This is an optimization exercise on Yosys and OpenROAD, whose aim is small area, a short achievable clock period and few clock cycles, not a production implementation. Where RTL was checked, it was by simulation tests only, not by an equivalence proof against the original. Function not checked in runs 1 and 2: the RTL went through the layout flow alone. Power figures rest on the tool's default switching activity, not on a simulated workload.

`design.v`:
```
module milight_bus #(
    parameter [7:0] DEFINED      = 8'h3F,   
    parameter       FLAG_IDX     = 1,       
    parameter [7:0] K3           = 8'h00,   
    parameter [7:0] K4           = 8'h00,   
    parameter       ATTN_EN      = 1,       
    parameter       ATTN_REL_EN  = 1,       
    parameter       ATTN_ACTIVE  = 1,       
    parameter [2:0] T_ASSERT     = 3'd3,
    parameter [2:0] T_HOLD       = 3'd7,
    parameter [2:0] T_RASSERT    = 3'd3,
    parameter [2:0] T_RHOLD      = 3'd7
) (
    input  wire       clk,
    input  wire       rst,         
    input  wire       do_act,      
    input  wire       do_cfg,      
    input  wire       do_start,    
    input  wire       do_tick,
    input  wire       do_step,
    input  wire       do_arb,
    input  wire       do_tmo,
    input  wire       do_wstart,   
    input  wire       do_wread,
    input  wire       do_wstop,
    input  wire [7:0] p,
    input  wire       match,       
    output wire       ready_ok,    
    output wire       idle,        
    output wire       en,          
    output wire       step_ok,
    output wire       fe_rd_o,
    output wire       fe_wr_o,
    output wire       fe_act_o,
    output wire [6:0] own_addr_o,
    output reg  [7:0] head,        
    output reg        attn_pin
);
    localparam [2:0] P_IDLE = 3'b000, P_CLEARED = 3'b001, P_RASSERT = 3'b010,
                     P_RHOLD = 3'b011, P_SET = 3'b100, P_ASSERT = 3'b101,
                     P_HOLD = 3'b110;
    localparam [0:0] PIN_IDLE = (ATTN_ACTIVE == 0);
    reg  [1:0] cc;           
    reg        engine_en;
    reg  [6:0] own_addr;
    reg        fe_rd, fe_wr, fe_active;
    reg  [2:0] phase;
    reg  [7:0] seq_mask;
    reg  [2:0] timer;
    reg  [1:0] s0_cc, s1_cc;   
    reg  [7:0] s0_fl, s1_fl;
    reg        ptr;            
    reg  [2:0] cnt;            
    reg  [2:0] h;              
    assign en       = engine_en;
    assign ready_ok = engine_en && (cc != 2'd0);
    assign idle     = (phase == P_IDLE);
    wire   tz       = (timer == 3'd0);
    assign step_ok  = !idle && tz;
    assign fe_rd_o  = fe_rd;
    assign fe_wr_o  = fe_wr;
    assign fe_act_o = fe_active;
    assign own_addr_o = own_addr;
    wire [7:0] flags = phase[2] ? (seq_mask & DEFINED) : 8'h00;
    wire       cnt8_7  = !cnt[2] && !cnt[1];
    wire       cnt3    =  cnt[2] && !cnt[1];
    wire [4:0] hi      = {h[2] & !h[1], h[2] & h[1], h[1] & h[0], !h[1] & h[0], !h[2] & !h[0]};
    wire       from_s1 = ptr ^ cnt8_7;
    wire [1:0] s_cc    = from_s1 ? s1_cc : s0_cc;
    wire [7:0] s_fl    = (from_s1 ? s1_fl : s0_fl) & DEFINED;
    wire       s_cfg   = (s_cc != 2'd0);
    always @* begin
        head = 8'h00;
        if (hi[0]) head = head | {5'd0, s_cc == 2'd3, s_cfg, s_cc == 2'd2};
        if (hi[FLAG_IDX]) head = head | s_fl;
        if (hi[3] && s_cfg) head = head | K3;
        if (hi[4] && s_cfg) head = head | K4;
    end
    wire addr_r = do_wstart && match && p[0];
    wire pop    = do_wread && fe_rd;
    wire refill = addr_r || (pop && cnt3);
    always @(posedge clk) begin
        if (rst) begin
            cc        <= 2'd0;
            engine_en <= 1'b0;
            fe_rd     <= 1'b0;
            fe_wr     <= 1'b0;
            fe_active <= 1'b0;
            phase     <= P_IDLE;
            timer     <= 3'd0;
            attn_pin  <= PIN_IDLE;
        end else begin
            if (do_act && ready_ok && idle) begin
                seq_mask <= p;
                phase    <= P_SET;
            end
            if (do_cfg && idle)
                cc <= {p[0] | p[2], ~p[0]};
            if (do_start && !engine_en) begin
                own_addr  <= p[6:0];
                engine_en <= 1'b1;
            end
            if (do_tick && !tz)
                timer <= timer - 3'd1;
            if (do_step && tz) case (phase)
                P_SET: begin
                    timer    <= T_ASSERT;
                    phase    <= P_ASSERT;
                    attn_pin <= (ATTN_EN != 0) ? ~PIN_IDLE : PIN_IDLE;
                end
                P_ASSERT: begin
                    timer    <= T_HOLD;
                    phase    <= P_HOLD;
                    attn_pin <= PIN_IDLE;
                end
                P_HOLD: phase <= P_CLEARED;
                P_CLEARED: begin
                    if (ATTN_REL_EN != 0) begin
                        timer    <= T_RASSERT;
                        phase    <= P_RASSERT;
                        attn_pin <= ~PIN_IDLE;
                    end else begin
                        phase    <= P_IDLE;
                    end
                end
                P_RASSERT: begin
                    timer    <= T_RHOLD;
                    phase    <= P_RHOLD;
                    attn_pin <= PIN_IDLE;
                end
                P_RHOLD: phase <= P_IDLE;
                default: ;
            endcase
            if (do_arb) fe_rd <= 1'b0;
            if (do_tmo || do_wstop) begin
                fe_rd     <= 1'b0;
                fe_wr     <= 1'b0;
                fe_active <= 1'b0;
            end
            if (do_wstart) begin
                fe_rd <= match &&  p[0];
                fe_wr <= match && !p[0];
                if (match) fe_active <= 1'b1;
            end
            if (pop && p[0]) fe_rd <= 1'b0;
        end
    end
    always @(posedge clk) begin
        if (refill) begin
            ptr <= ~ptr;
            if (ptr) begin
                s0_cc <= cc;
                s0_fl <= flags;
            end else begin
                s1_cc <= cc;
                s1_fl <= flags;
            end
        end
        if (addr_r) begin
            cnt <= 3'b111;
            h   <= 3'b000;
        end else if (pop) begin
            cnt <= {cnt[1:0], ~cnt[2]};
            h   <= {h[1:0], !h[2] && !h[1]};
        end
    end
endmodule
module milight_periph (
    input  wire        clk,
    input  wire        rst,
    input  wire        in_valid,
    output wire        in_ready,
    input  wire [1:0]  in_kind,
    input  wire [15:0] in_word,
    output reg         out_valid,
    output reg  [7:0]  out_data,
    output wire [1:0]  attn
);
    localparam [3:0] A_ACT    = 4'b0010,
                     A_CFG    = 4'b0100,
                     A_START  = 4'b0110,
                     A_STEP   = 4'b1000,
                     A_TICK   = 4'b1001,
                     A_ARB    = 4'b1010,
                     A_TMO    = 4'b1011,
                     A_WSTART = 4'b1100,
                     A_WWRITE = 4'b1101,
                     A_WREAD  = 4'b1110,
                     A_WSTOP  = 4'b1111;
    wire [3:0] cmd_op  = in_word[15:12];
    wire [7:0] ip      = in_word[7:0];
    wire [3:0] sq_op   = in_word[7:4];
    wire [1:0] wk      = in_word[9:8];
    wire       k_cmd   = (in_kind == 2'd0);
    wire       k_sq    = (in_kind == 2'd1);
    wire       cb_ok   = (in_word[11:9] == 3'd0);
    wire       sb_ok   = (in_word[3:1] == 3'd0);
    wire [3:0] op_d  = k_cmd ? {1'b0, cmd_op[1:0], 1'b0} :
                       k_sq  ? {2'b10, sq_op[2], sq_op[0]} : {2'b11, wk};
    wire       bus_d = k_cmd ? in_word[8] : k_sq ? in_word[0] : in_kind[0];
    wire cmd_ok = (cmd_op == 4'h1) || (cmd_op == 4'h2) || (cmd_op == 4'h3 && !ip[7]);
    wire sq_ok  = (sq_op == 4'h1) || (sq_op == 4'h2) || (sq_op == 4'h4) || (sq_op == 4'h5);
    wire w_ok   = !wk[1] || (ip[7:1] == 7'd0 && !(wk[0] && ip[0]));
    wire ex_d   = k_cmd ? cmd_ok && cb_ok : k_sq && sq_ok && sb_ok;
    wire rst_d  = k_cmd && (in_word == 16'hF000);    
    wire [7:0] defd     = in_word[8] ? 8'hC6 : 8'h3F;
    wire       mask_bad = (ip == 8'h00) || ((ip & ~defd) != 8'h00);
    wire       class_ok = (ip == 8'h02) || (ip == 8'h03) || (ip == 8'h06);
    wire       bad_d    = cmd_op[1] ? !class_ok : mask_bad;
    wire c01_d  = k_cmd ? cmd_ok && !cb_ok : k_sq && sb_ok && (sq_op == 4'h3);
    reg        v;          
    reg        ex;         
    reg        ex_w;       
    reg        c01;        
    reg        brst;       
    reg        bad;        
    reg  [3:0] op;
    reg        bq;
    reg  [7:0] p;
    reg        match0, match1;    
    reg        rdy;
    wire       en0, en1;
    wire [6:0] own0, own1;
    wire       accept = in_valid && rdy;
    assign     in_ready = rdy;
    always @(posedge clk) begin
        v      <= accept && !rst;
        ex     <= accept && !rst && ex_d;
        ex_w   <= accept && !rst && in_kind[1] && w_ok;
        c01    <= c01_d;
        brst   <= rst || (accept && rst_d);
        op     <= op_d;
        bad    <= bad_d;
        bq     <= bus_d;
        p      <= ip;
        match0 <= !brst && en0 && (ip[7:1] == own0);
        match1 <= !brst && en1 && (ip[7:1] == own1);
        rdy    <= rst || !(accept && k_cmd && cmd_op == 4'h3);
    end
    wire a_act   = ex && (op == A_ACT);
    wire a_cfg   = ex && (op == A_CFG);
    wire a_start = ex && (op == A_START);
    wire a_tick  = ex && (op == A_TICK);
    wire a_step  = ex && (op == A_STEP);
    wire a_arb   = ex && (op == A_ARB);
    wire a_tmo   = ex && (op == A_TMO);
    wire a_wst   = ex_w && (op[1:0] == A_WSTART[1:0]);    
    wire a_wrd   = ex_w && (op[1:0] == A_WREAD[1:0]);
    wire a_wsp   = ex_w && (op[1:0] == A_WSTOP[1:0]);
    wire       rok0, idle0, sok0, frd0, fwr0, fac0;
    wire       rok1, idle1, sok1, frd1, fwr1, fac1;
    wire [7:0] head0, head1;
    milight_bus #(
        .DEFINED(8'h3F), .FLAG_IDX(1), .K3(8'h00), .K4(8'h00),
        .ATTN_EN(1), .ATTN_REL_EN(1), .ATTN_ACTIVE(0),
        .T_ASSERT(3'd3), .T_HOLD(3'd7), .T_RASSERT(3'd3), .T_RHOLD(3'd7)
    ) u_bus0 (
        .clk(clk), .rst(brst),
        .do_act(a_act && !bq && !bad), .do_cfg(a_cfg && !bq && !bad),
        .do_start(a_start && !bq),
        .do_tick(a_tick && !bq), .do_step(a_step && !bq),
        .do_arb(a_arb && !bq), .do_tmo(a_tmo && !bq),
        .do_wstart(a_wst && !bq), .do_wread(a_wrd && !bq), .do_wstop(a_wsp && !bq),
        .p(p), .match(match0),
        .ready_ok(rok0), .idle(idle0), .en(en0), .step_ok(sok0), .fe_rd_o(frd0),
        .fe_wr_o(fwr0), .fe_act_o(fac0), .own_addr_o(own0), .head(head0), .attn_pin(attn[0])
    );
    milight_bus #(
        .DEFINED(8'hC6), .FLAG_IDX(2), .K3(8'h5A), .K4(8'h81),
        .ATTN_EN(1), .ATTN_REL_EN(0), .ATTN_ACTIVE(1),
        .T_ASSERT(3'd2), .T_HOLD(3'd5), .T_RASSERT(3'd2), .T_RHOLD(3'd5)
    ) u_bus1 (
        .clk(clk), .rst(brst),
        .do_act(a_act && bq && !bad), .do_cfg(a_cfg && bq && !bad),
        .do_start(a_start && bq),
        .do_tick(a_tick && bq), .do_step(a_step && bq),
        .do_arb(a_arb && bq), .do_tmo(a_tmo && bq),
        .do_wstart(a_wst && bq), .do_wread(a_wrd && bq), .do_wstop(a_wsp && bq),
        .p(p), .match(match1),
        .ready_ok(rok1), .idle(idle1), .en(en1), .step_ok(sok1), .fe_rd_o(frd1),
        .fe_wr_o(fwr1), .fe_act_o(fac1), .own_addr_o(own1), .head(head1), .attn_pin(attn[1])
    );
    wire       rok  = bq ? rok1   : rok0;
    wire       idle = bq ? idle1  : idle0;
    wire       en   = bq ? en1    : en0;
    wire       sok  = bq ? sok1   : sok0;
    wire       frd  = bq ? frd1   : frd0;
    wire       fwr  = bq ? fwr1   : fwr0;
    wire       fac  = bq ? fac1   : fac0;
    wire       m    = bq ? match1 : match0;
    wire [7:0] head = bq ? head1  : head0;
    reg [7:0] resp;
    always @* begin
        if (op[3:2] == 2'b11 ? !ex_w : !ex) resp = brst ? 8'h00 : c01 ? 8'h01 : 8'hFF;
        else case (op)
            A_ACT:    resp = !rok ? 8'h01 : !idle ? 8'h02 : bad ? 8'h03 : 8'h00;
            A_CFG:    resp = !idle ? 8'h02 : bad ? 8'hFF : 8'h00;
            A_START:  resp = {6'd0, en, 1'b0};
            A_STEP:   resp = {7'd0, !sok};
            A_ARB:    resp = {7'd0, !frd};
            A_TMO:    resp = {7'd0, !fac};
            A_WSTART: resp = {7'd0, !m};
            A_WWRITE: resp = {7'd0, !fwr};
            A_WREAD:  resp = frd ? head : 8'hFF;
            A_WSTOP:  resp = 8'h00;
            default:  resp = 8'h00;    
        endcase
    end
    always @(posedge clk) begin
        if (rst) out_valid <= 1'b0;
        else     out_valid <= v;
        out_data <= resp;
    end
endmodule
```
`flow/run.sh`:
```
#!/bin/bash
# The standard layout (standard.sh, with the standard flow's synthesis) with two changes:
# the port buffers are buf_2 cells, and the clock tree is built from a
# clkbuf_16 root and clkbuf_4 cluster buffers, without dummy loads.
export BUFFER_PORTS_ARGS="-buffer_cell sky130_fd_sc_hd__buf_2"
export CTS_ARGS="-sink_clustering_enable -repair_clock_nets -buf_list sky130_fd_sc_hd__clkbuf_4 -root_buf sky130_fd_sc_hd__clkbuf_16 -dont_use_dummy_load -sink_clustering_size 30"
bash standard.sh > standard.log 2>&1
```
`standard.sh`:
```
#!/bin/bash
# synth_recipe.tcl (not shown) runs the flow's synth.tcl, then flattens the netlist and writes it again
# the make line also repeats each setting of config.mk as NAME=value (left out here)
make -C /OpenROAD-flow-scripts/flow DESIGN_CONFIG=/design/flow/config.mk WORK_HOME=/design/flow/orfs CLKGATE_MAP_FILE= SYNTH_SCRIPT=/design/flow/synth_recipe.tcl "${@:-finish}"
```
`config.mk`:
```
export PLATFORM = sky130hd
export DESIGN_NAME = milight_periph
export DESIGN_NICKNAME = milight_periph
export VERILOG_FILES = /design/flow/design.v
export SDC_FILE = /design/flow/constraint.sdc
export NUM_CORES = 4
export LEC_CHECK = 0
export CAP_MARGIN = 20
export CORE_MARGIN = 2
export CORE_UTILIZATION = 40
export SETUP_SLACK_MARGIN = 3.9
export SLEW_MARGIN = 20
```
`constraint.sdc`:
```
create_clock -name core_clock -period 6.0 [get_ports {clk}]
set_input_delay 1.2000 -clock core_clock [delete_from_list [all_inputs] [get_ports {clk}]]
set_output_delay 1.2000 -clock core_clock [all_outputs]
set_load 0.01 [all_outputs]
```
==> results_dict.tcl, run 1 <==
set metrics [dict create \
    required_ns 6.30 \
    num_antenna_cells 0 \
    drive_above_1_share 0.182 \
    clkPwrFrac 0.289 \
    synth_edf_count 54 \
    r2r_slack_ns 4.02 \
    drt-initial-drc-count 240 \
    nFillCells 1278 \
    worstPathArrival_ns 2.65 \
    rsz0062_at_grt "true" \
    combPwrFrac 0.060 \
    power.internal_mw 1.07 \
    antenna_found_initial 0 \
    fin_crit_ns 2.35 \
    maxCapViolCount 0 \
    final.setup.tns_ns 0 \
    area_delta_synth_final_pct 13.0 \
    reg2reg_depth 5 \
    crit_type "primary input to flip-flop" \
    synth_warnings 3 \
    synth_fp_nets 550 \
    routed_wl_um 12000 \
    clk_path_buf_depth 2 \
    grt_max_degree 32 \
    cp-endpoint "ex" \
    dpl.hpwl_um 8740 \
    clock_latency_ns 0.36 \
    fin_worst_skew_ns 0.0318 \
    final_nets 588 \
    cts_tree "yes" \
    worst_slew_pin_slew_ns 0.477 \
    rows 42 \
    finalHoldViolCount 0 \
    path_clk_slew_ns 0.09 \
    io_pins 33 \
    hold-worst-slack_ns 0.414 \
    ys_ff_latch 123 \
    setup_viol 0 \
    ir_worst_vdd_v 0.000130 \
    critPathMaxStageDelay_ns 0.48 \
    final_common_cell "dfxtp_1" \
    crit_chain "buf_8 > or2_4 > or4_4 > or4_4 > o41ai_2 > and2_1" \
    gp_congestion 0.847 \
    via_count 3989 \
    ys_seq_area_frac 0.554 \
    grt_pass1_vias 3867 \
    crit_cells 6 \
    final_cell_mix "dfxtp_1 (67), edfxtp_1 (54), nor2_1 (45)" \
    die_w_um 120 \
    drc 0 \
    portBuffers 32 \
    p_switching_mw 0.305 \
    cpMostUsedCell "or4_4" \
    track_usage 0.176 \
    netlist_instances 525 \
    viasPerCell 5.41 \
    leakage_nw 2.25 \
    cts_buffers 17 \
    regToRegStartpoint "u_bus1.ptr" \
    cp_num_buf_inv 1 \
    synth_cell_types 69 \
    ant_nets 0 \
    clkSinkCount 123 \
    r2r-end "out_data[1]" \
    crit_fanout 2 \
    overflow 0 \
    outcome "timing/DRC/antenna clean" \
    syn-cell-area_sq_mm 0.00542 \
    syn_area_per_cell_sq_um 10.3 \
    cp-start-kind "primary input" \
    critPathSlowestCell "or4_4" \
    slew_viol_final 0 \
    core-area_sq_mm 0.0132 \
    cpLargestDelayFamily "simple AND/OR/NAND/NOR gates" \
    post-route-period-util 0.392 \
    hold_class "flip-flop to flip-flop" \
    wire_per_inst_um 16.3 \
    power-per-cell-area_mw_per_mm2 224 \
    crit_path_end_kind "flip-flop" \
    sw_frac_of_total 0.222 \
    critPathLaunch "in_kind[0]" \
    synth-async-reset-ratio 0 \
    start_util 0.410 \
    synthFlopType "dfxtp_1" \
    grt_pass1_wl_um 19600 \
    htreeDepth 4 \
    power_frac_seq 0.651 \
    max_freq_mhz 425 \
    die_h_um 120 \
    first_pass_iters 4 \
    dieArea_sq_mm 0.0145 \
    max_slew_margin 0.681 \
    root_buffer "clkbuf_16" \
]
## cells in the mapped netlist, types with 2 or more instances
cell type,n,area share
dfxtp_1,69,0.25
edfxtp_1,54,0.30
nor2_1,53,0.037
nand2_1,43,0.030
a21oi_1,31,0.029
o21ai_0,29,0.027
inv_1,24,0.017
mux2i_1,22,0.041
nor3_1,20,0.018
xnor2_1,16,0.026
and2_1,14,0.016
clkbuf_1,14,0.0097
nand3_1,13,0.012
nand4_1,11,0.013
nor2b_1,7,0.0081
a211oi_1,6,0.0083
buf_2,5,0.0046
nand2b_1,5,0.0058
nor3b_1,5,0.0069
ha_1,4,0.0092
nor4_1,4,0.0046
o211ai_1,4,0.0055
o31a_1,4,0.0065
a31oi_1,3,0.0035
buf_4,3,0.0042
o31ai_1,3,0.0042
or3_1,3,0.0035
or4_1,3,0.0042
xor2_1,3,0.0048
a211o_1,2,0.0032
a21o_1,2,0.0028
buf_1,2,0.0014
mux2_2,2,0.0042
nor4b_1,2,0.0032
o21a_1,2,0.0028
o221ai_1,2,0.0032
o22a_1,2,0.0032
or2_2,2,0.0023
xnor2_4,2,0.010
## metrics by stage
| step | power, mW | worst slack (ns) | area [sq um] | instances | utilization |
|---|---|---|---|---|---|
| after global routing | 1.43 | 3.63 | 6130 | 737 | 0.463 |
| after global placement | 0.983 | 3.25 | 5730 | 710 | 0.433 |
| after floorplan | 0.953 | 3.34 | 5460 | 525 | - |
| after CTS | 1.39 | 3.66 | 6030 | 733 | 0.455 |
| final | 1.37 | 3.65 | 6130 | 737 | 0.463 |
| after detailed placement | 0.984 | 3.19 | 5740 | 711 | 0.433 |
## final cells by class
class,instances,area (sq um),area share
well taps,176,220,0.0359
inverters,25,95.1,0.0155
multi-input cells,352,2370,0.387
repair buffers,44,287,0.0467
clock buffers,17,145,0.0237
flip-flops and latches,123,3010,0.491
## power groups by stage
stage	logic, mW	clock network (mW)	registers, mW
after floorplan	0.0475	0	0.906
after global placement	0.0721	0	0.911
after detailed placement	0.0727	0	0.911
after CTS	0.0781	0.416	0.893
after global routing	0.0899	0.444	0.895
final	0.0817	0.397	0.893
## cells by family (layout without fill, tap and decap cells)
family / count (synthesis) / after routing / synth area share
and+or+nand+nor: 192 / 192 / 0.176
DFF: 123 / 123 / 0.554
AOI/OAI and AO/OA: 109 / 109 / 0.130
buffers and inverters: 50 / 86 / 0.0392
muxes: 25 / 25 / 0.0489
xor gates and xnor gates: 21 / 21 / 0.0408
adders and majority gates: 5 / 5 / 0.0111
## per-layer routing
metal	share of wire	vias up	track usage
met5	0	-	0
met4	0.013	0	0.0705
met1	0.47	1894	0.232
met2	0.47	116	0.277
li1	-	1966	-
met3	0.054	13	0.0481
## worst reg2reg max path, cell delays in order (launching register included)
cell and delay (ns):
edfxtp_1 0.52, xnor2_4 0.37, mux2i_2 0.40, a41oi_2 0.24, a31oi_1 0.26, a211o_1 0.12
## worst min path at each step
stage,start,endpoint,cells past startpoint
floorplan,p[7],u_bus1.seq_mask[7],0
global placement,p[7],u_bus1.seq_mask[7],0
detailed placement,p[7],u_bus1.seq_mask[7],0
CTS,p[7],u_bus1.seq_mask[7],0
global route,p[7],u_bus1.seq_mask[7],0
finish,p[7],u_bus1.seq_mask[7],0
## flip-flops by register name, indices dropped and copies added, names as in the netlist, 3 cells and up
| register | flops |
|---|---|
| out_data | 8 |
| p | 8 |
| u_bus0.own_addr | 7 |
| u_bus1.own_addr | 7 |
| u_bus0.s0_fl | 6 |
| u_bus0.s1_fl | 6 |
| u_bus0.seq_mask | 6 |
| op | 4 |
| u_bus1.s0_fl | 4 |
| u_bus1.s1_fl | 4 |
| u_bus1.seq_mask | 4 |
| u_bus0.cnt | 3 |
| u_bus0.h | 3 |
| u_bus0.phase | 3 |
| u_bus0.timer | 3 |
| u_bus1.cnt | 3 |
| u_bus1.h | 3 |
| u_bus1.phase | 3 |
| u_bus1.timer | 3 |
## what timing repair did
item                       in CTS  in global routing
resized for setup              27                 22
hold endpoints to repair        0                  0
pin swaps                       6                  7
setup endpoints to repair      67                 54
buffers inserted                5                  4
hold buffers                    0                  0
==> run 2, diff against run 1 <==
--- a/design.v
+++ b/design.v
@@ -146,8 +146,13 @@
         end
     end
     always @(posedge clk) begin
-        if (refill) begin
+        if (rst)
+            ptr <= 1'b0;
+        else if (refill)
             ptr <= ~ptr;
+    end
+    always @(posedge clk) begin
+        if (refill) begin
             if (ptr) begin
                 s0_cc <= cc;
                 s0_fl <= flags;
==> results_dict.tcl, run 2 <==
set metrics [dict create \
    outcome "timing/DRC/antenna clean" \
    hold-worst-slack_ns 0.456 \
    viasPerCell 5.40 \
    via_count 4014 \
    power-per-cell-area_mw_per_mm2 221 \
    die_w_um 120 \
    drc 0 \
    synth_cell_types 57 \
    clock_latency_ns 0.36 \
    clk_path_buf_depth 2 \
    portBuffers 32 \
    htreeDepth 4 \
    crit_fanout 2 \
    cts_buffers 17 \
    cpMostUsedCell "or4_4" \
    synth_edf_count 52 \
    max_freq_mhz 419 \
    pre_cts_ws_ns 3.17 \
    rsz0062_at_grt "true" \
    yosysMostFrequentCell "dfxtp_1" \
    leakage_nw 2.33 \
    track_usage 0.173 \
    final_cell_mix "dfxtp_1 (64), nor2_1 (52), edfxtp_1 (52)" \
    synth-async-reset-ratio 0 \
    synthFlopType "dfxtp_1" \
    drive_above_1_share 0.211 \
    wire_per_inst_um 16.2 \
    io_pins 33 \
    fin_worst_skew_ns 0.0325 \
    synth_warnings 3 \
    setup_viol 0 \
    gp_congestion 0.958 \
    final_common_cell "dfxtp_1" \
    ant_nets 0 \
    path_clk_slew_ns 0.08 \
    dpl.hpwl_um 8440 \
    synth_area_leader_cell "edfxtp_1" \
    hold_class "flip-flop to flip-flop" \
    antenna_found_initial 0 \
    nFillCells 1287 \
    clkSinkCount 123 \
    multiInputGateArea_sq_mm 0.00244 \
    crit_type "primary input to flip-flop" \
    final_nets 595 \
    p_total_mw 1.38 \
    grt_max_degree 30 \
    drt-initial-drc-count 356 \
    die_h_um 120 \
    slew_viol_final 0 \
    area_delta_synth_final_pct 14.6 \
    crit_chain "buf_8 > or2_4 > or4_4 > or4_4 > o41ai_2 > and2_1" \
    reg_top3 "out_data (8), p (8)" \
    cp-start-kind "primary input" \
    ff_latch_area_sq_mm 0.00299 \
    fin_crit_ns 2.39 \
    placed_cell_area_sq_mm 0.00570 \
    ys_ff_latch 123 \
    ys_seq_area_frac 0.550 \
    worst_slew_pin_slew_ns 0.656 \
    core-area_sq_mm 0.0132 \
    num_antenna_cells 0 \
    syn-cell-area_sq_mm 0.00543 \
    routed_wl_um 12000 \
    ir_worst_vdd_v 0.000182 \
    overflow 0 \
    start_util 0.410 \
    final.setup.tns_ns 0 \
    syn_area_per_cell_sq_um 10.2 \
    finalHoldViolCount 0 \
    cts_tree "yes" \
    final_cell_area_sq_mm 0.00622 \
    maxCapViolCount 0 \
    grt_pass1_vias 3852 \
    synthTopCellsByCount "dfxtp_1 (71), nor2_1 (54), edfxtp_1 (52)" \
    rows 42 \
    critPathSlowestCell "or4_4" \
    crit_path_end_kind "flip-flop" \
    synth.top_cells.by_area "edfxtp_1 (29%), dfxtp_1 (26%), nor2_1 (3.7%)" \
    root_buffer "clkbuf_16" \
    fin_ws_ns 3.61 \
    first_pass_iters 6 \
    netlist_instances 533 \
    post-route-period-util 0.398 \
    worstPathArrival_ns 2.66 \
    hold_buffers 0 \
    critPathMaxStageDelay_ns 0.48 \
    dieArea_sq_mm 0.0145 \
    max_slew_margin 0.560 \
    synth_top_area_frac 0.288 \
    required_ns 6.27 \
    grt_pass1_wl_um 19400 \
    synth_fp_nets 558 \
]
[run 2: cell types whose count changed after synthesis, moves of 4 or more]
cell,change
mux2_2,+7
mux2i_1,-7
clkbuf_1,+4
a22oi_1,+4
o31a_1,-4
o21ai_0,+6
inv_1,-4
[run 2: cell type report]
cell class	count	share of cell area
clock buffers	17	0.0233
inverters	20	0.0127
multi-input cells	361	0.392
flip-flops and latches	123	0.481
well taps	176	0.0354
repair buffers	47	0.0555
[run 2: stage by stage]
step,util,instances
2_1_floorplan,-,533
5_1_grt,0.470,744
4_1_cts,0.457,740
3_5_place_dp,0.431,714
6_report,0.470,744
3_3_place_gp,0.431,714
[run 2: critical path: cells and delay by family]
family	cells	cell delay, ns
buffers and inverters	1	0.10
AO/OA/AOI/OAI	1	0.06
AND/OR/NAND/NOR	4	1.31
[run 2: worst paths after layout]
kind,cells past startpoint,start,end,slack [ns]
worst max-delay path,6,in_kind[0],ex,3.61
worst min-delay path,1,v,out_valid,0.46
worst max register to register,4,op[1],u_bus0.s1_fl[0],4.00
worst min register to register,1,v,out_valid,0.46
[run 2: metal layers]
| metal | share of wire | global-route usage | up-vias |
|---|---|---|---|
| met5 | 0 | 0 | - |
| met4 | 0.025 | 0.0698 | 0 |
| met3 | 0.050 | 0.0495 | 27 |
| met2 | 0.47 | 0.273 | 114 |
| met1 | 0.46 | 0.225 | 1890 |
| li1 | - | - | 1983 |
[run 2: report_power, final]
part | switching [mW] | internal, mW | total [mW]
combinational | 0.0503 | 0.0392 | 0.0895
clock | 0.240 | 0.155 | 0.394
sequential | 0.0142 | 0.878 | 0.892
total | 0.304 | 1.07 | 1.38
[run 2: cell families (layout without fill, tap and decap cells)]
family	after synthesis	in the layout	share of synthesized area
flip-flops	123	123	0.550
adder cells (fa/ha/maj)	5	5	0.0111
XOR/XNOR	22	22	0.0355
AO/OA/AOI/OAI	115	115	0.132
AND/OR/NAND/NOR	194	194	0.181
multiplexers	25	25	0.0505
buffers and inverters	49	84	0.0406
[run 2: repair_timing]
action                     4_1_cts  5_1_grt
resized for setup               31       32
setup endpoints to repair       68       51
pin swaps                        5        6
cloned                           0        1
buffers inserted                 9        3
==> run 3, diff against run 2 <==
--- a/design.v
+++ b/design.v
@@ -181,17 +181,11 @@
     output reg  [7:0]  out_data,
     output wire [1:0]  attn
 );
-    localparam [3:0] A_ACT    = 4'b0010,
-                     A_CFG    = 4'b0100,
-                     A_START  = 4'b0110,
-                     A_STEP   = 4'b1000,
-                     A_TICK   = 4'b1001,
-                     A_ARB    = 4'b1010,
-                     A_TMO    = 4'b1011,
-                     A_WSTART = 4'b1100,
-                     A_WWRITE = 4'b1101,
-                     A_WREAD  = 4'b1110,
-                     A_WSTOP  = 4'b1111;
+    localparam [1:0] C_ACT    = 2'b01, C_CFG   = 2'b10, C_START = 2'b11,    
+                     S_STEP   = 2'b00, S_TICK  = 2'b01,                     
+                     S_ARB    = 2'b10, S_TMO   = 2'b11,
+                     W_START  = 2'b00, W_WRITE = 2'b01,                     
+                     W_READ   = 2'b10, W_STOP  = 2'b11;
     wire [3:0] cmd_op  = in_word[15:12];
     wire [7:0] ip      = in_word[7:0];
     wire [3:0] sq_op   = in_word[7:4];
@@ -200,13 +194,11 @@
     wire       k_sq    = (in_kind == 2'd1);
     wire       cb_ok   = (in_word[11:9] == 3'd0);
     wire       sb_ok   = (in_word[3:1] == 3'd0);
-    wire [3:0] op_d  = k_cmd ? {1'b0, cmd_op[1:0], 1'b0} :
-                       k_sq  ? {2'b10, sq_op[2], sq_op[0]} : {2'b11, wk};
+    wire [1:0] op_d  = k_cmd ? cmd_op[1:0] : k_sq ? {sq_op[2], sq_op[0]} : wk;
     wire       bus_d = k_cmd ? in_word[8] : k_sq ? in_word[0] : in_kind[0];
     wire cmd_ok = (cmd_op == 4'h1) || (cmd_op == 4'h2) || (cmd_op == 4'h3 && !ip[7]);
     wire sq_ok  = (sq_op == 4'h1) || (sq_op == 4'h2) || (sq_op == 4'h4) || (sq_op == 4'h5);
     wire w_ok   = !wk[1] || (ip[7:1] == 7'd0 && !(wk[0] && ip[0]));
-    wire ex_d   = k_cmd ? cmd_ok && cb_ok : k_sq && sq_ok && sb_ok;
     wire rst_d  = k_cmd && (in_word == 16'hF000);    
     wire [7:0] defd     = in_word[8] ? 8'hC6 : 8'h3F;
     wire       mask_bad = (ip == 8'h00) || ((ip & ~defd) != 8'h00);
@@ -214,12 +206,13 @@
     wire       bad_d    = cmd_op[1] ? !class_ok : mask_bad;
     wire c01_d  = k_cmd ? cmd_ok && !cb_ok : k_sq && sb_ok && (sq_op == 4'h3);
     reg        v;          
-    reg        ex;         
+    reg        ex_c;       
+    reg        ex_s;       
     reg        ex_w;       
     reg        c01;        
     reg        brst;       
     reg        bad;        
-    reg  [3:0] op;
+    reg  [1:0] op;
     reg        bq;
     reg  [7:0] p;
     reg        match0, match1;    
@@ -230,7 +223,8 @@
     assign     in_ready = rdy;
     always @(posedge clk) begin
         v      <= accept && !rst;
-        ex     <= accept && !rst && ex_d;
+        ex_c   <= accept && !rst && k_cmd && cmd_ok && cb_ok;
+        ex_s   <= accept && !rst && k_sq && sq_ok && sb_ok;
         ex_w   <= accept && !rst && in_kind[1] && w_ok;
         c01    <= c01_d;
         brst   <= rst || (accept && rst_d);
@@ -242,16 +236,16 @@
         match1 <= !brst && en1 && (ip[7:1] == own1);
         rdy    <= rst || !(accept && k_cmd && cmd_op == 4'h3);
     end
-    wire a_act   = ex && (op == A_ACT);
-    wire a_cfg   = ex && (op == A_CFG);
-    wire a_start = ex && (op == A_START);
-    wire a_tick  = ex && (op == A_TICK);
-    wire a_step  = ex && (op == A_STEP);
-    wire a_arb   = ex && (op == A_ARB);
-    wire a_tmo   = ex && (op == A_TMO);
-    wire a_wst   = ex_w && (op[1:0] == A_WSTART[1:0]);    
-    wire a_wrd   = ex_w && (op[1:0] == A_WREAD[1:0]);
-    wire a_wsp   = ex_w && (op[1:0] == A_WSTOP[1:0]);
+    wire a_act   = ex_c && (op == C_ACT);
+    wire a_cfg   = ex_c && (op == C_CFG);
+    wire a_start = ex_c && (op == C_START);
+    wire a_tick  = ex_s && (op == S_TICK);
+    wire a_step  = ex_s && (op == S_STEP);
+    wire a_arb   = ex_s && (op == S_ARB);
+    wire a_tmo   = ex_s && (op == S_TMO);
+    wire a_wst   = ex_w && (op == W_START);
+    wire a_wrd   = ex_w && (op == W_READ);
+    wire a_wsp   = ex_w && (op == W_STOP);
     wire       rok0, idle0, sok0, frd0, fwr0, fac0;
     wire       rok1, idle1, sok1, frd1, fwr1, fac1;
     wire [7:0] head0, head1;
@@ -296,20 +290,22 @@
     wire [7:0] head = bq ? head1  : head0;
     reg [7:0] resp;
     always @* begin
-        if (op[3:2] == 2'b11 ? !ex_w : !ex) resp = brst ? 8'h00 : c01 ? 8'h01 : 8'hFF;
-        else case (op)
-            A_ACT:    resp = !rok ? 8'h01 : !idle ? 8'h02 : bad ? 8'h03 : 8'h00;
-            A_CFG:    resp = !idle ? 8'h02 : bad ? 8'hFF : 8'h00;
-            A_START:  resp = {6'd0, en, 1'b0};
-            A_STEP:   resp = {7'd0, !sok};
-            A_ARB:    resp = {7'd0, !frd};
-            A_TMO:    resp = {7'd0, !fac};
-            A_WSTART: resp = {7'd0, !m};
-            A_WWRITE: resp = {7'd0, !fwr};
-            A_WREAD:  resp = frd ? head : 8'hFF;
-            A_WSTOP:  resp = 8'h00;
-            default:  resp = 8'h00;    
-        endcase
+        if (ex_c) case (op)
+            C_ACT:    resp = !rok ? 8'h01 : !idle ? 8'h02 : bad ? 8'h03 : 8'h00;
+            C_CFG:    resp = !idle ? 8'h02 : bad ? 8'hFF : 8'h00;
+            default:  resp = {6'd0, en, 1'b0};                   
+        endcase else if (ex_s) case (op)
+            S_STEP:   resp = {7'd0, !sok};
+            S_TICK:   resp = 8'h00;
+            S_ARB:    resp = {7'd0, !frd};
+            default:  resp = {7'd0, !fac};                       
+        endcase else if (ex_w) case (op)
+            W_START:  resp = {7'd0, !m};
+            W_WRITE:  resp = {7'd0, !fwr};
+            W_READ:   resp = frd ? head : 8'hFF;
+            default:  resp = 8'h00;                              
+        endcase else
+            resp = brst ? 8'h00 : c01 ? 8'h01 : 8'hFF;
     end
     always @(posedge clk) begin
         if (rst) out_valid <= 1'b0;
==> results_dict.tcl, run 3 <==
set metrics [dict create \
    antenna_found_initial 0 \
    synth_cell_types 65 \
    synth_compound_area_frac 0.143 \
    num_antenna_cells 0 \
    reg_top3 "out_data (8), p (8)" \
    wire_per_inst_um 16.5 \
    hold_buffers 0 \
    outcome "timing/DRC/antenna clean" \
    crit_fanout 3 \
    via_count 4216 \
    syn_area_per_cell_sq_um 10.1 \
    synth-xor-area-share 0.0307 \
    synth-async-reset-ratio 0 \
    synth_warnings 3 \
    synthFlopType "dfxtp_1" \
    dpl.hpwl_um 8870 \
    hold_class "flip-flop to flip-flop" \
    final_common_cell "dfxtp_1" \
    die_h_um 120 \
    synth_mux_area_frac 0.0295 \
    viasPerCell 5.68 \
    critPathLaunch "rdy" \
    synth_area_leader_cell "edfxtp_1" \
    syn-cell-area_sq_mm 0.00542 \
    clock_latency_ns 0.36 \
    synth_top_family_by_area "simple AND/OR/NAND/NOR gates" \
    sw_frac_of_total 0.225 \
    hp-start "p[7]" \
    post-route-period-util 0.342 \
    root_buffer "clkbuf_16" \
    final.setup.tns_ns 0 \
    synth_fp_nets 569 \
    yosysMostFrequentCell "dfxtp_1" \
    power_frac_seq 0.647 \
    leakage_nw 2.09 \
    clkPwrFrac 0.290 \
    slew_viol_final 0 \
    clk_path_buf_depth 2 \
    cpLargestDelayFamily "flip-flops" \
    cp-start-kind "flip-flop" \
    finalHoldViolCount 0 \
    portBuffers 32 \
    p_total_mw 1.37 \
    synthAdderAreaFrac 0.0208 \
    ys_seq_area_frac 0.546 \
    placed_cell_area_sq_mm 0.00569 \
    grt_pass1_wl_um 19300 \
    start_util 0.409 \
    cp_num_buf_inv 1 \
    power-per-cell-area_mw_per_mm2 228 \
    ys_ff_latch 122 \
    grt_pass1_vias 3873 \
    final_cell_mix "dfxtp_1 (67), edfxtp_1 (52), nand2_1 (50)" \
    critPathMaxStageDelay_ns 0.37 \
    rows 42 \
    worstPathArrival_ns 0.85 \
    regToRegStartpoint "bq" \
    htreeDepth 4 \
    drc 0 \
    combPwrFrac 0.063 \
    cts_tree "yes" \
    drive_above_1_share 0.150 \
    path_clk_slew_ns 0.08 \
    synthSimpleGateAreaFrac 0.197 \
    power.internal_mw 1.06 \
    fin_worst_skew_ns 0.0296 \
    fin_crit_ns 2.05 \
    final_nets 598 \
    synth_top_area_frac 0.288 \
    cts_buffers 17 \
    final_cell_area_sq_mm 0.00598 \
    crit_path_end_kind "output port" \
    synth.top_cells.by_area "edfxtp_1 (29%), dfxtp_1 (26%), nor2_1 (3.6%)" \
    dieArea_sq_mm 0.0145 \
    area_delta_synth_final_pct 10.2 \
    required_ns 4.80 \
    setup_viol 0 \
    max_freq_mhz 487 \
    worst_slew_pin_slew_ns 0.707 \
    die_w_um 120 \
    synthTopCellsByCount "dfxtp_1 (70), edfxtp_1 (52), nor2_1 (52)" \
    crit_type "flip-flop to output port" \
    overflow 0 \
    gp_congestion 0.918 \
    p_switching_mw 0.307 \
    first_pass_iters 6 \
    crit_chain "buf_2" \
    grt_max_degree 31 \
    max_slew_margin 0.526 \
    netlist_instances 539 \
    drt-initial-drc-count 348 \
    routed_wl_um 12200 \
    maxCapViolCount 0 \
    io_pins 33 \
    rsz0062_at_grt "false" \
    core-area_sq_mm 0.0132 \
    track_usage 0.173 \
    critPathSlowestCell "dfxtp_1" \
    clkSinkCount 122 \
    ant_nets 0 \
    synth_edf_count 52 \
    ir_worst_vdd_v 0.000223 \
]
[run 3: layout make-up]
class,count,area (sq um)
flip-flops and latches,122,2970
well taps,176,220
clock buffers,17,145
repair buffers,36,194
fillers,1275,7270
multi-input cells,376,2390
inverters,15,56.3
[run 3: power groups by stage]
stage	combinational [mW]	sequential [mW]	clock, mW
2_1_floorplan	0.0500	0.898	0
3_3_place_gp	0.0779	0.904	0
3_5_place_dp	0.0781	0.904	0
4_1_cts	0.0785	0.885	0.409
5_1_grt	0.0932	0.885	0.448
6_report	0.0858	0.883	0.396
[run 3: routing by layer]
metal,GRT usage,vias to the layer above,part of all wire
li1,-,1999,-
met1,0.229,2009,0.47
met2,0.263,175,0.44
met3,0.0538,33,0.064
met4,0.0712,0,0.031
met5,0,-,0
[run 3: timing repair]
action	CTS	global route
pin swaps	0	2
gates resized for setup	10	16
endpoints found under the setup margin	62	36
setup buffers	0	3
hold endpoints to repair	0	0
cloned	0	1
[run 3: kinds of logic after synthesis]
group	Yosys count
AND/OR/NAND/NOR	214
buffers and inverters	42
flip-flops	122
adder cells (fa/ha/maj)	9
XOR/XNOR	19
multiplexers	15
AO/OA/AOI/OAI	118
[run 3: per-stage QoR]
stage	setup slack, ns	hold slack, ns	utilization	cells
after floorplan	3.94	0.386	-	539
after global placement	3.41	0.392	0.430	721
after detailed placement	3.24	0.389	0.430	721
after CTS	3.78	0.399	0.443	738
after global routing	3.88	0.404	0.451	742
final	3.95	0.401	0.451	742
[run 3: worst reg2reg max path, stage by stage (launching register included)]
cell      delay, ns
dfxtp_4        0.42
or4_1          0.59
a21boi_1       0.21
o21ai_1        0.16
o22ai_1        0.11
a2111o_1       0.42
[run 3: final timing paths]
kind / depth (start not counted) / to / slack [ns]
worst min-delay path: 0 / u_bus1.seq_mask[7] / 0.40
worst max-delay path: 1 / in_ready / 3.95
worst min register to register: 0 / u_bus1.seq_mask[7] / 0.40
worst max register to register: 5 / out_data[1] / 3.97
Testbench counts of run 3, summed over its fixed seeds: cycles 24,063.
==> run 4, diff against run 3 <==
==> flow/run.sh (replaced) <==
#!/bin/bash
# The standard layout (standard.sh) with three changes:
# - synthesis maps no half/full adder cells (ADDER_MAP_FILE empty), so ABC
#   maps all logic; the registers are those of the standard synthesis;
# - the port buffers are buf_2 cells;
# - the clock tree is built from a clkbuf_16 root and clkbuf_4 cluster
#   buffers, without dummy loads.
export BUFFER_PORTS_ARGS="-buffer_cell sky130_fd_sc_hd__buf_2"
export CTS_ARGS="-sink_clustering_enable -repair_clock_nets -buf_list sky130_fd_sc_hd__clkbuf_4 -root_buf sky130_fd_sc_hd__clkbuf_16 -dont_use_dummy_load -sink_clustering_size 30"
bash standard.sh ADDER_MAP_FILE= finish > standard.log 2>&1
--- a/config.mk
+++ b/config.mk
@@ -7,6 +7,6 @@
 export LEC_CHECK = 0
 export CAP_MARGIN = 20
 export CORE_MARGIN = 2
-export CORE_UTILIZATION = 40
+export CORE_UTILIZATION = 45
 export SETUP_SLACK_MARGIN = 3.9
 export SLEW_MARGIN = 20
==> results_dict.tcl, run 4 <==
set metrics [dict create \
    synthFlopType "dfxtp_1" \
    synth_top_area_frac 0.294 \
    max_freq_mhz 493 \
    critPathLaunch "u_bus1.attn_pin" \
    leakage_nw 2.08 \
    crit_type "flip-flop to output port" \
    portBuffers 32 \
    ys_ff_latch 122 \
    required_ns 4.80 \
    drc 0 \
    die_w_um 113 \
    fin_worst_skew_ns 0.0468 \
    crit_path_end_kind "output port" \
    yosysMostFrequentCell "dfxtp_1" \
    synthTopCellsByCount "dfxtp_1 (70), edfxtp_1 (52), nand2_1 (48)" \
    num_antenna_cells 0 \
    slew_viol_final 0 \
    cp-endpoint "attn[1]" \
    cp-start-kind "flip-flop" \
    final_cell_mix "dfxtp_1 (62), edfxtp_1 (52), nand2_1 (47)" \
    synth_fp_nets 536 \
    crit_cells 1 \
    synth-async-reset-ratio 0 \
    viasPerCell 5.65 \
    clkSinkCount 122 \
    rsz0062_at_grt "true" \
    critPathSlowestCell "dfxtp_2" \
    path_clk_slew_ns 0.10 \
    worst_slew_pin_slew_ns 0.685 \
    grt_max_degree 18 \
    drt-initial-drc-count 275 \
    routed_wl_um 11400 \
    crit_chain "buf_6" \
    core-area_sq_mm 0.0115 \
    cp_num_buf_inv 1 \
    final_nets 564 \
    ir_worst_vdd_v 0.000175 \
    io_pins 33 \
    htreeDepth 4 \
    ys_seq_area_frac 0.557 \
    ant_nets 0 \
    crit_fanout 3 \
    cts_buffers 17 \
    start_util 0.464 \
    synth_warnings 3 \
    dieArea_sq_mm 0.0127 \
    synth_cell_types 65 \
    area_delta_synth_final_pct 9.27 \
    setup_viol 0 \
    wire_per_inst_um 16.6 \
    syn-cell-area_sq_mm 0.00532 \
    max_slew_margin 0.541 \
    cts_tree "yes" \
    overflow 0 \
    synth.top_cells.by_area "edfxtp_1 (29%), dfxtp_1 (26%), mux2i_1 (4.3%)" \
    root_buffer "clkbuf_16" \
    synth_area_leader_cell "edfxtp_1" \
    final.setup.tns_ns 0 \
    finalHoldViolCount 0 \
    antenna_found_initial 0 \
    critPathMaxStageDelay_ns 0.37 \
    via_count 3865 \
    synth_edf_count 52 \
    netlist_instances 515 \
    r2r_slack_ns 3.97 \
    hold_class "flip-flop to flip-flop" \
    clock_latency_ns 0.37 \
    reg2reg_depth 5 \
    maxCapViolCount 0 \
    outcome "timing/DRC/antenna clean" \
    die_h_um 113 \
    gp_congestion 0.901 \
    grt_pass1_wl_um 18900 \
    final_common_cell "dfxtp_1" \
    post-route-period-util 0.338 \
    drive_above_1_share 0.172 \
    r2r-end "out_data[0]" \
    grt_pass1_vias 3785 \
    track_usage 0.193 \
    nFillCells 1035 \
    rows 39 \
    regToRegStartpoint "u_bus1.cnt[2]" \
    cpLargestDelayFamily "flip-flops" \
    syn_area_per_cell_sq_um 10.3 \
    dp.cells 664 \
    fin_crit_ns 2.03 \
    worstPathArrival_ns 0.83 \
    first_pass_iters 4 \
    reg_top3 "out_data (8), p (8)" \
    power-per-cell-area_mw_per_mm2 235 \
    clk_path_buf_depth 2 \
    dpl.hpwl_um 8320 \
    fin_cells 684 \
]
## run 4: changes by cell type after synthesis, moves of 5 or more
cell / before / now
inv_1: 14 / 7
nor2b_1: 14 / 9
mux2i_1: 10 / 23
nand4_1: 16 / 6
nor3_1: 25 / 18
nor2_1: 52 / 47
ha_1: 9 / 0
nand3_1: 12 / 17
o21ai_0: 30 / 20
o21ai_1: 3 / 9
nand2b_1: 4 / 12
or3_1: 2 / 7
## run 4: logic make-up (layout without fill, tap and decap cells)
| logic type | after synthesis | after routing | share of synthesized area |
|---|---|---|---|
| AND/OR/NAND/NOR | 207 | 207 | 0.203 |
| AO/OA/AOI/OAI | 108 | 108 | 0.133 |
| multiplexers | 24 | 24 | 0.0454 |
| XOR/XNOR | 17 | 17 | 0.0294 |
| flip-flops | 122 | 122 | 0.557 |
| buffers and inverters | 37 | 63 | 0.0318 |
## run 4: worst min path at each step
stage / from / to / slack (ns) / cells past startpoint
finish: p[7] / u_bus1.seq_mask[7] / 0.41 / 0
global route: p[7] / u_bus1.seq_mask[7] / 0.42 / 0
CTS: p[7] / u_bus1.seq_mask[7] / 0.41 / 0
detailed placement: p[7] / u_bus1.seq_mask[7] / 0.40 / 0
global placement: p[7] / u_bus1.seq_mask[7] / 0.40 / 0
floorplan: p[7] / u_bus1.seq_mask[7] / 0.39 / 0
## run 4: layout make-up
class | count | area, sq um | area share
sequential | 122 | 2980 | 0.512
tap | 143 | 179 | 0.0308
inverter | 8 | 30.0 | 0.00517
timing repair buffer | 38 | 211 | 0.0364
multi-input combinational | 356 | 2270 | 0.390
clock buffer | 17 | 145 | 0.0250
## run 4: metrics by stage
| stage | power [mW] | setup slack (ns) | hold WS [ns] | utilization | instance area, sq um |
|---|---|---|---|---|---|
| finish | 1.36 | 3.97 | 0.407 | 0.507 | 5810 |
| global placement | 0.982 | 3.45 | 0.398 | 0.485 | 5560 |
| floorplan | 0.950 | 3.91 | 0.386 | - | 5340 |
| global route | 1.42 | 3.90 | 0.420 | 0.507 | 5810 |
| detailed placement | 0.983 | 3.39 | 0.395 | 0.486 | 5570 |
| CTS | 1.38 | 3.92 | 0.409 | 0.504 | 5770 |
## run 4: metal layers
layer  routed length (um)  vias to the layer above  part of all wire  track usage
met4                  250                        0             0.022       0.0878
met1                 5320                     1828              0.47        0.254
met2                 5340                       97              0.47        0.295
met5                    0                        -                 0            0
li1                     -                     1926                 -            -
met3                  468                       14             0.041       0.0573
## run 4: power by group
group          leakage, nW  internal, mW  total (mW)  switching [mW]
logic                0.910        0.0311      0.0796          0.0485
clock network       0.0859         0.155       0.397           0.242
registers             1.08         0.871       0.886          0.0155
## run 4: repair_timing
item	4_1_cts	5_1_grt
buffers inserted	3	0
gates resized for setup	13	12
endpoints found under the setup margin	51	40
hold buffers	0	0
pin swaps	1	0
hold endpoints to repair	0	0
==> run 5, diff against run 4 <==
--- a/config.mk
+++ b/config.mk
@@ -7,6 +7,6 @@
 export LEC_CHECK = 0
 export CAP_MARGIN = 20
 export CORE_MARGIN = 2
-export CORE_UTILIZATION = 45
+export CORE_UTILIZATION = 40
 export SETUP_SLACK_MARGIN = 3.9
 export SLEW_MARGIN = 20
==> results_dict.tcl, run 5 <==
set metrics [dict create \
    start_util 0.405 \
    drt-initial-drc-count 232 \
    dp.cells 697 \
    io_pins 33 \
    die_h_um 119 \
    portBuffers 32 \
    dpl.hpwl_um 8220 \
    via_count 3852 \
    crit_type "flip-flop to output port" \
    critPathLaunch "u_bus1.attn_pin" \
    yosysMostFrequentCell "dfxtp_1" \
    regToRegStartpoint "op[0]" \
    core-area_sq_mm 0.0131 \
    critPathSlowestCell "dfxtp_1" \
    clk_path_buf_depth 2 \
    hp-start "p[7]" \
    clock_latency_ns 0.37 \
    ant_nets 0 \
    crit_fanout 3 \
    final_cell_mix "dfxtp_1 (66), edfxtp_1 (52), nand2_1 (48)" \
    reg_top3 "out_data (8), p (8)" \
    area_delta_synth_final_pct 9.93 \
    fin_crit_ns 2.04 \
    outcome "timing/DRC/antenna clean" \
    antenna_found_initial 0 \
    power-per-cell-area_mw_per_mm2 233 \
    final_common_cell "dfxtp_1" \
    hold_class "flip-flop to flip-flop" \
    final.setup.tns_ns 0 \
    post-route-period-util 0.340 \
    pre_cts_ws_ns 3.35 \
    synth_top_area_frac 0.294 \
    synthTopCellsByCount "dfxtp_1 (70), edfxtp_1 (52), nand2_1 (48)" \
    power_frac_seq 0.648 \
    grt_pass1_vias 3657 \
    routed_wl_um 11300 \
    syn_area_per_cell_sq_um 10.3 \
    netlist_instances 515 \
    fin_worst_skew_ns 0.0515 \
    rows 42 \
    fin_cells 716 \
    synth_cell_types 65 \
    synth_warnings 3 \
    first_pass_iters 5 \
    num_antenna_cells 0 \
    sw_frac_of_total 0.224 \
    setup_viol 0 \
    path_clk_slew_ns 0.08 \
    synth.top_cells.by_area "edfxtp_1 (29%), dfxtp_1 (26%), mux2i_1 (4.3%)" \
    r2r-end "u_bus1.s0_fl[1]" \
    final_util 0.445 \
    maxCapViolCount 0 \
    syn-cell-area_sq_mm 0.00532 \
    worst_slew_pin_slew_ns 0.685 \
    die_w_um 119 \
    slew_viol_final 0 \
    cpLargestDelayFamily "flip-flops" \
    synth_area_leader_cell "edfxtp_1" \
    ys_ff_latch 122 \
    drc 0 \
    clkPwrFrac 0.291 \
    p_total_mw 1.36 \
    grt_pass1_wl_um 18300 \
    required_ns 4.80 \
    crit_cells 1 \
    worstPathArrival_ns 0.84 \
    synth-async-reset-ratio 0 \
    hold_buffers 0 \
    viasPerCell 5.38 \
    drive_above_1_share 0.167 \
    crit_chain "buf_2" \
    max_slew_margin 0.541 \
    hold-worst-slack_ns 0.413 \
    ir_worst_vdd_v 0.000164 \
    cp-start-kind "flip-flop" \
    cts_buffers 17 \
    grt_max_degree 31 \
    gp_congestion 0.852 \
    r2r_slack_ns 3.99 \
    leakage_nw 2.07 \
    power.internal_mw 1.06 \
    final_nets 563 \
    critPathMaxStageDelay_ns 0.36 \
    synth_fp_nets 536 \
    rsz0062_at_grt "true" \
    ys_seq_area_frac 0.557 \
    cts_tree "yes" \
    root_buffer "clkbuf_16" \
    wire_per_inst_um 15.8 \
    synth_edf_count 52 \
    whs_path_depth 0 \
    p_switching_mw 0.305 \
    track_usage 0.167 \
    reg2reg_depth 5 \
    htreeDepth 4 \
    combPwrFrac 0.061 \
    finalHoldViolCount 0 \
    overflow 0 \
    fin_ws_ns 3.96 \
    dieArea_sq_mm 0.0142 \
    synthFlopType "dfxtp_1" \
    final_cell_area_sq_mm 0.00585 \
    clkSinkCount 122 \
    crit_path_end_kind "output port" \
    placed_cell_area_sq_mm 0.00561 \
    cp_num_buf_inv 1 \
    max_freq_mhz 490 \
    cp-endpoint "attn[1]" \
]
run 5: cell counts after synthesis:
Identical to the previous run, type by type.
run 5: worst min path at each step:
stage / endpoint
after floorplan: u_bus1.seq_mask[7]
after global placement: u_bus1.seq_mask[7]
after detailed placement: u_bus1.seq_mask[7]
after CTS: u_bus1.seq_mask[7]
after global routing: u_bus1.seq_mask[7]
final: u_bus1.seq_mask[7]
run 5: cell type report:
class / count / area [sq um]
flip-flops and latches: 122 / 2970
repair buffers: 37 / 201
fillers: 1274 / 7290
clock buffers: 17 / 145
well taps: 176 / 220
multi-input cells: 356 / 2280
inverters: 8 / 30.0
run 5: what timing repair did:
action                     in CTS  in global routing
setup endpoints to repair      41                 33
pin swaps                       1                  0
buffers inserted                1                  1
gates resized for setup        12                 10
run 5: power groups by stage:
stage / Combinational [mW] / Clock, mW / Sequential, mW
CTS: 0.0821 / 0.409 / 0.882
global placement: 0.0814 / 0 / 0.900
floorplan: 0.0537 / 0 / 0.897
detailed placement: 0.0815 / 0 / 0.900
global route: 0.0921 / 0.439 / 0.883
finish: 0.0837 / 0.396 / 0.882
run 5: logic make-up after synthesis:
logic type / Yosys count / share of synthesized area
AOI/OAI and AO/OA: 108 / 0.133
xor gates and xnor gates: 17 / 0.0294
DFF: 122 / 0.557
muxes: 24 / 0.0454
and+or+nand+nor: 207 / 0.203
buffers and inverters: 37 / 0.0318
run 5: worst reg2reg max path, stage by stage, from the launching register on:
cell	delay [ns]
dfxtp_2	0.40
or3b_1	0.45
or2_1	0.29
nor2_4	0.15
a31oi_1	0.12
nor2b_4	0.26
run 5: routing by layer:
metal | vias up | global-route usage | part of all wire | wire length [um]
met4 | 0 | 0.0529 | 0.0062 | 70
met5 | - | 0 | 0 | 0
met1 | 1834 | 0.223 | 0.48 | 5410
met2 | 86 | 0.261 | 0.47 | 5300
li1 | 1925 | - | - | -
met3 | 7 | 0.0498 | 0.047 | 537
==> run 6, diff against run 5 <==
--- a/design.v
+++ b/design.v
@@ -90,16 +90,12 @@
             timer     <= 3'd0;
             attn_pin  <= PIN_IDLE;
         end else begin
-            if (do_act && ready_ok && idle) begin
-                seq_mask <= p;
+            if (do_act && ready_ok && idle)
                 phase    <= P_SET;
-            end
             if (do_cfg && idle)
                 cc <= {p[0] | p[2], ~p[0]};
-            if (do_start && !engine_en) begin
-                own_addr  <= p[6:0];
+            if (do_start && !engine_en)
                 engine_en <= 1'b1;
-            end
             if (do_tick && !tz)
                 timer <= timer - 3'd1;
             if (do_step && tz) case (phase)
@@ -146,6 +142,10 @@
         end
     end
     always @(posedge clk) begin
+        if (idle)       seq_mask <= p;
+        if (!engine_en) own_addr <= p[6:0];
+    end
+    always @(posedge clk) begin
         if (rst)
             ptr <= 1'b0;
         else if (refill)
--- a/config.mk
+++ b/config.mk
@@ -8,5 +8,5 @@
 export CAP_MARGIN = 20
 export CORE_MARGIN = 2
 export CORE_UTILIZATION = 40
-export SETUP_SLACK_MARGIN = 3.9
+export SETUP_SLACK_MARGIN = 3.85
 export SLEW_MARGIN = 20
==> results_dict.tcl, run 6 <==
set metrics [dict create \
    setup_viol 0 \
    syn_area_per_cell_sq_um 10.4 \
    netlist_instances 516 \
    nFillCells 1249 \
    critPathMaxStageDelay_ns 0.68 \
    dpl.hpwl_um 8020 \
    viasPerCell 5.35 \
    core-area_sq_mm 0.0131 \
    ys_seq_area_frac 0.553 \
    io_pins 33 \
    max_slew_margin 0.538 \
    area_delta_synth_final_pct 8.31 \
    overflow 0 \
    rows 42 \
    ff_latch_area_sq_mm 0.00297 \
    reg_top3 "out_data (8), p (8)" \
    die_w_um 120 \
    maxCapViolCount 0 \
    synthFlopType "dfxtp_1" \
    ant_nets 0 \
    final.setup.tns_ns 0 \
    synthTopCellsByCount "dfxtp_1 (70), edfxtp_1 (52), nor2_1 (48)" \
    antenna_found_initial 0 \
    crit_path_end_kind "flip-flop" \
    final_util 0.442 \
    crit_type "flip-flop to flip-flop" \
    power_frac_seq 0.660 \
    htreeDepth 4 \
    clk_path_buf_depth 2 \
    leakage_nw 2.10 \
    sw_frac_of_total 0.219 \
    crit_fanout 10 \
    synth_warnings 3 \
    grt_pass1_wl_um 18700 \
    worstPathArrival_ns 2.34 \
    final_nets 562 \
    p_switching_mw 0.299 \
    outcome "timing/DRC/antenna clean" \
    power.internal_mw 1.06 \
    fin_worst_skew_ns 0.0407 \
    final_common_cell "dfxtp_1" \
    combPwrFrac 0.053 \
    clkPwrFrac 0.287 \
    critPathSlowestCell "or4b_2" \
    hold_buffers 0 \
    post-route-period-util 0.344 \
    synth_cell_types 67 \
    multiInputGateArea_sq_mm 0.00225 \
    synth_area_leader_cell "edfxtp_1" \
    wire_per_inst_um 15.5 \
    synth.top_cells.by_area "edfxtp_1 (29%), dfxtp_1 (26%), mux2i_1 (3.5%)" \
    via_count 3825 \
    portBuffers 32 \
    syn-cell-area_sq_mm 0.00536 \
    drc 0 \
    hold-worst-slack_ns 0.422 \
    required_ns 6.27 \
    dieArea_sq_mm 0.0143 \
    drt-initial-drc-count 321 \
    routed_wl_um 11100 \
    track_usage 0.169 \
    hold_class "flip-flop to flip-flop" \
    root_buffer "clkbuf_16" \
    first_pass_iters 4 \
    ir_worst_vdd_v 0.000156 \
    num_antenna_cells 0 \
    final_cell_mix "dfxtp_1 (67), edfxtp_1 (52), nor2_1 (46), nand2_1 (46), a21oi_1 (33)" \
    crit_chain "nor2b_2 > nand3_1 > or4b_2 > a31oi_1" \
    fin_crit_ns 2.07 \
    grt_max_degree 33 \
    worst_slew_pin_slew_ns 0.686 \
    cts_tree "yes" \
    slew_viol_final 0 \
    ys_ff_latch 122 \
    die_h_um 120 \
    cts_buffers 17 \
    rsz0062_at_grt "true" \
    finalHoldViolCount 0 \
    start_util 0.408 \
    synth_fp_nets 537 \
    dp.cells 696 \
    clkSinkCount 122 \
    synth_edf_count 52 \
    yosysMostFrequentCell "dfxtp_1" \
    max_freq_mhz 484 \
    synth_top_area_frac 0.291 \
    drive_above_1_share 0.145 \
    synth-async-reset-ratio 0 \
    cp-start-kind "flip-flop" \
    fin_cells 715 \
    clock_latency_ns 0.36 \
    power-per-cell-area_mw_per_mm2 235 \
    path_clk_slew_ns 0.08 \
    gp_congestion 0.870 \
    grt_pass1_vias 3692 \
]
run 6: cell count changes in the layout (fill, tap and decap cells not counted), moves of 4 or more:
cell      previous run  this run
or3_1                7         3
nand2b_1            12         3
mux2i_1             23        19
o31ai_1              2         6
nor3_2               7         0
o21ai_0             20        27
nand3b_1             0         4
a21oi_1             24        33
o21ai_1              7         0
nor3_1              14        20
o32a_1               4         0
run 6: cells by family (layout without fill, tap and decap cells):
logic type	after synthesis	count (layout)	synth area share
AOI/OAI and AO/OA	115	115	0.136
xor gates and xnor gates	16	16	0.0332
buffers and inverters	39	62	0.0362
DFF	122	122	0.553
muxes	22	22	0.0444
and+or+nand+nor	202	202	0.198
run 6: through the flow:
step | worst slack, ns | total power [mW] | area [sq um]
4_1_cts | 3.86 | 1.38 | 5780
3_3_place_gp | 3.51 | 0.988 | 5600
5_1_grt | 3.84 | 1.43 | 5800
2_1_floorplan | 3.86 | 0.959 | 5370
6_report | 3.93 | 1.36 | 5800
3_5_place_dp | 3.43 | 0.989 | 5600
run 6: timing repair:
action / CTS / global route
resized for setup: 8 / 5
buffers inserted: 2 / 0
setup endpoints to repair: 41 / 32
run 6: worst max-delay path: cells and delay by family, from the launching register on:
family             cells  cell delay, ns
and+or+nand+nor        3            1.21
DFF                    1            0.61
AOI/OAI and AO/OA      1            0.19
run 6: path summary, 6_finish.rpt:
kind	slack (ns)	to	cells past startpoint	from
max	3.93	u_bus1.timer[1]	4	op[0]
min	0.42	u_bus1.seq_mask[7]	0	p[7]
max reg2reg	3.93	u_bus1.timer[1]	4	op[0]
min reg2reg	0.42	u_bus1.seq_mask[7]	0	p[7]
run 6: area by class of cell:
| cell class | count | share of cell area |
|---|---|---|
| multi-input cells | 355 | 0.388 |
| clock buffers | 17 | 0.0250 |
| inverters | 10 | 0.00647 |
| flip-flops and latches | 122 | 0.512 |
| repair buffers | 35 | 0.0315 |
| well taps | 176 | 0.0379 |
run 6: per-layer routing:
metal / wire length, um / GRT usage / up-vias / part of all wire
met1: 5380 / 0.226 / 1785 / 0.49
met3: 526 / 0.0561 / 12 / 0.047
met2: 4990 / 0.256 / 94 / 0.45
met5: 0 / 0 / - / 0
li1: - / - / 1934 / -
met4: 191 / 0.0625 / 0 / 0.017
run 6: power by group through the flow:
stage | combinational [mW] | sequential (mW) | clock [mW]
global route | 0.0796 | 0.902 | 0.450
detailed placement | 0.0711 | 0.918 | 0
finish | 0.0721 | 0.899 | 0.391
global placement | 0.0706 | 0.917 | 0
CTS | 0.0712 | 0.899 | 0.410
floorplan | 0.0513 | 0.908 | 0
Testbench counts of run 6, summed over its fixed seeds: cycles 24,063.
==> run 7, diff against run 6 <==
--- a/config.mk
+++ b/config.mk
@@ -8,5 +8,5 @@
 export CAP_MARGIN = 20
 export CORE_MARGIN = 2
 export CORE_UTILIZATION = 40
-export SETUP_SLACK_MARGIN = 3.85
+export SETUP_SLACK_MARGIN = 4.0
 export SLEW_MARGIN = 20
==> results_dict.tcl, run 7 <==
set metrics [dict create \
    outcome "timing/DRC/antenna clean" \
    yosysMostFrequentCell "dfxtp_1" \
    worstPathArrival_ns 0.80 \
    final_common_cell "dfxtp_1" \
    ys_ff_latch 122 \
    core-area_sq_mm 0.0131 \
    hold_class "flip-flop to flip-flop" \
    antenna_found_initial 0 \
    hp-start "p[7]" \
    whs_path_depth 0 \
    final_nets 576 \
    synth_area_leader_cell "edfxtp_1" \
    nFillCells 1266 \
    clk_path_buf_depth 2 \
    grt_pass1_wl_um 19000 \
    reg_top3 "out_data (8), p (8)" \
    path_clk_slew_ns 0.09 \
    synth-async-reset-ratio 0 \
    rsz0062_at_grt "true" \
    use_met2 0.261 \
    cpLargestDelayFamily "flip-flops" \
    first_pass_iters 5 \
    r2r-end "out_data[1]" \
    syn_area_per_cell_sq_um 10.4 \
    drive_above_1_share 0.197 \
    clkSinkCount 122 \
    reg2reg_depth 6 \
    hold_buffers 0 \
    leakage_nw 2.19 \
    final_cell_mix "dfxtp_1 (54), edfxtp_1 (52), nor2_1 (46), nand2_1 (46), a21oi_1 (33)" \
    die_h_um 120 \
    power-per-cell-area_mw_per_mm2 229 \
    io_pins 33 \
    die_w_um 120 \
    synth_warnings 3 \
    ant_nets 0 \
    r2r_slack_ns 4.10 \
    dpl.hpwl_um 8300 \
    critPathMaxStageDelay_ns 0.33 \
    drt-initial-drc-count 340 \
    num_antenna_cells 0 \
    cp-start-kind "flip-flop" \
    fin_worst_skew_ns 0.0299 \
    crit_path_end_kind "output port" \
    p_total_mw 1.37 \
    start_util 0.408 \
    synth.top_cells.by_area "edfxtp_1 (29%), dfxtp_1 (26%), mux2i_1 (3.5%)" \
    max_slew_margin 0.623 \
    cts_tree "yes" \
    area_delta_synth_final_pct 12.1 \
    slew_viol_final 0 \
    synth_fp_nets 537 \
    cts_buffers 17 \
    hold-worst-slack_ns 0.443 \
    final.setup.tns_ns 0 \
    overflow 0 \
    synth_top_area_frac 0.291 \
    fin_crit_ns 2.00 \
    gp_congestion 0.888 \
    crit_chain "buf_6" \
    track_usage 0.172 \
    root_buffer "clkbuf_16" \
    rows 42 \
    grt_use_met1 0.229 \
    post-route-period-util 0.333 \
    use_met3 0.0547 \
    worst_slew_pin_slew_ns 0.565 \
    final_util 0.457 \
    crit_type "flip-flop to output port" \
    synthTopCellsByCount "dfxtp_1 (70), edfxtp_1 (52), nor2_1 (48)" \
    synth_cell_types 67 \
    grt_max_degree 33 \
    synth_edf_count 52 \
    grt_pass1_vias 3778 \
    ys_seq_area_frac 0.553 \
    htreeDepth 4 \
    ir_worst_vdd_v 0.000120 \
    max_freq_mhz 501 \
    fin_ws_ns 4.00 \
    clock_latency_ns 0.36 \
    dieArea_sq_mm 0.0143 \
    cp_num_buf_inv 1 \
    placed_cell_area_sq_mm 0.00562 \
    setup_viol 0 \
    viasPerCell 5.49 \
    routed_wl_um 11700 \
    top_usage_layer "met2" \
    required_ns 4.80 \
    crit_fanout 2 \
    maxCapViolCount 0 \
    finalHoldViolCount 0 \
    netlist_instances 516 \
    dp.cells 696 \
    final_cell_area_sq_mm 0.00601 \
    fin_cells 729 \
    pre_cts_ws_ns 3.38 \
    portBuffers 32 \
    whs_endpoint "u_bus1.seq_mask[7]" \
    regToRegStartpoint "u_bus1.phase[0]" \
    critPathSlowestCell "dfxtp_2" \
    syn-cell-area_sq_mm 0.00536 \
    synthFlopType "dfxtp_1" \
    drc 0 \
    wire_per_inst_um 16.0 \
    via_count 4002 \
]
[run 7: cell counts after synthesis]
No cell type changed its count.
[run 7: what timing repair did]
action	4_1_cts	5_1_grt
gates resized for setup	21	16
cloned	0	1
setup buffers	5	10
setup endpoints to repair	68	47
pin swaps	0	4
[run 7: kinds of logic after synthesis]
kind of cell | count (synthesis) | synth area share
AOI/OAI and AO/OA | 115 | 0.136
xor gates and xnor gates | 16 | 0.0332
buffers and inverters | 39 | 0.0362
DFF | 122 | 0.553
muxes | 22 | 0.0444
and+or+nand+nor | 202 | 0.198
[run 7: worst max path at each step]
| stage | startpoint | endpoint | slack [ns] | cells after the start |
|---|---|---|---|---|
| 3_3_place_gp | bq | u_bus0.s0_cc[0] | 3.53 | 5 |
| 6_report | u_bus1.attn_pin | attn[1] | 4.00 | 1 |
| 3_5_place_dp | bq | u_bus0.s0_fl[0] | 3.38 | 5 |
| 2_1_floorplan | in_word[4] | match1 | 4.01 | 4 |
| 4_1_cts | out_data[7] | out_data[7] | 3.96 | 1 |
| 5_1_grt | out_data[6] | out_data[6] | 3.94 | 1 |
[run 7: routing by layer]
metal	vias up	routed length [um]
li1	1948	-
met1	1911	5510
met2	125	5400
met3	18	581
met4	0	172
met5	-	0
[run 7: cell type report]
cell class | count | area (sq um) | area share
flip-flops and latches | 122 | 2990 | 0.497
clock buffers | 17 | 145 | 0.0242
repair buffers | 48 | 337 | 0.0560
inverters | 10 | 37.5 | 0.00625
well taps | 176 | 220 | 0.0366
multi-input cells | 356 | 2280 | 0.380
[run 7: where the power goes]
part | switching [mW] | total [mW] | internal [mW]
sequential | 0.0184 | 0.899 | 0.880
clock | 0.239 | 0.394 | 0.155
combinational | 0.0471 | 0.0813 | 0.0342
total | 0.305 | 1.37 | 1.07
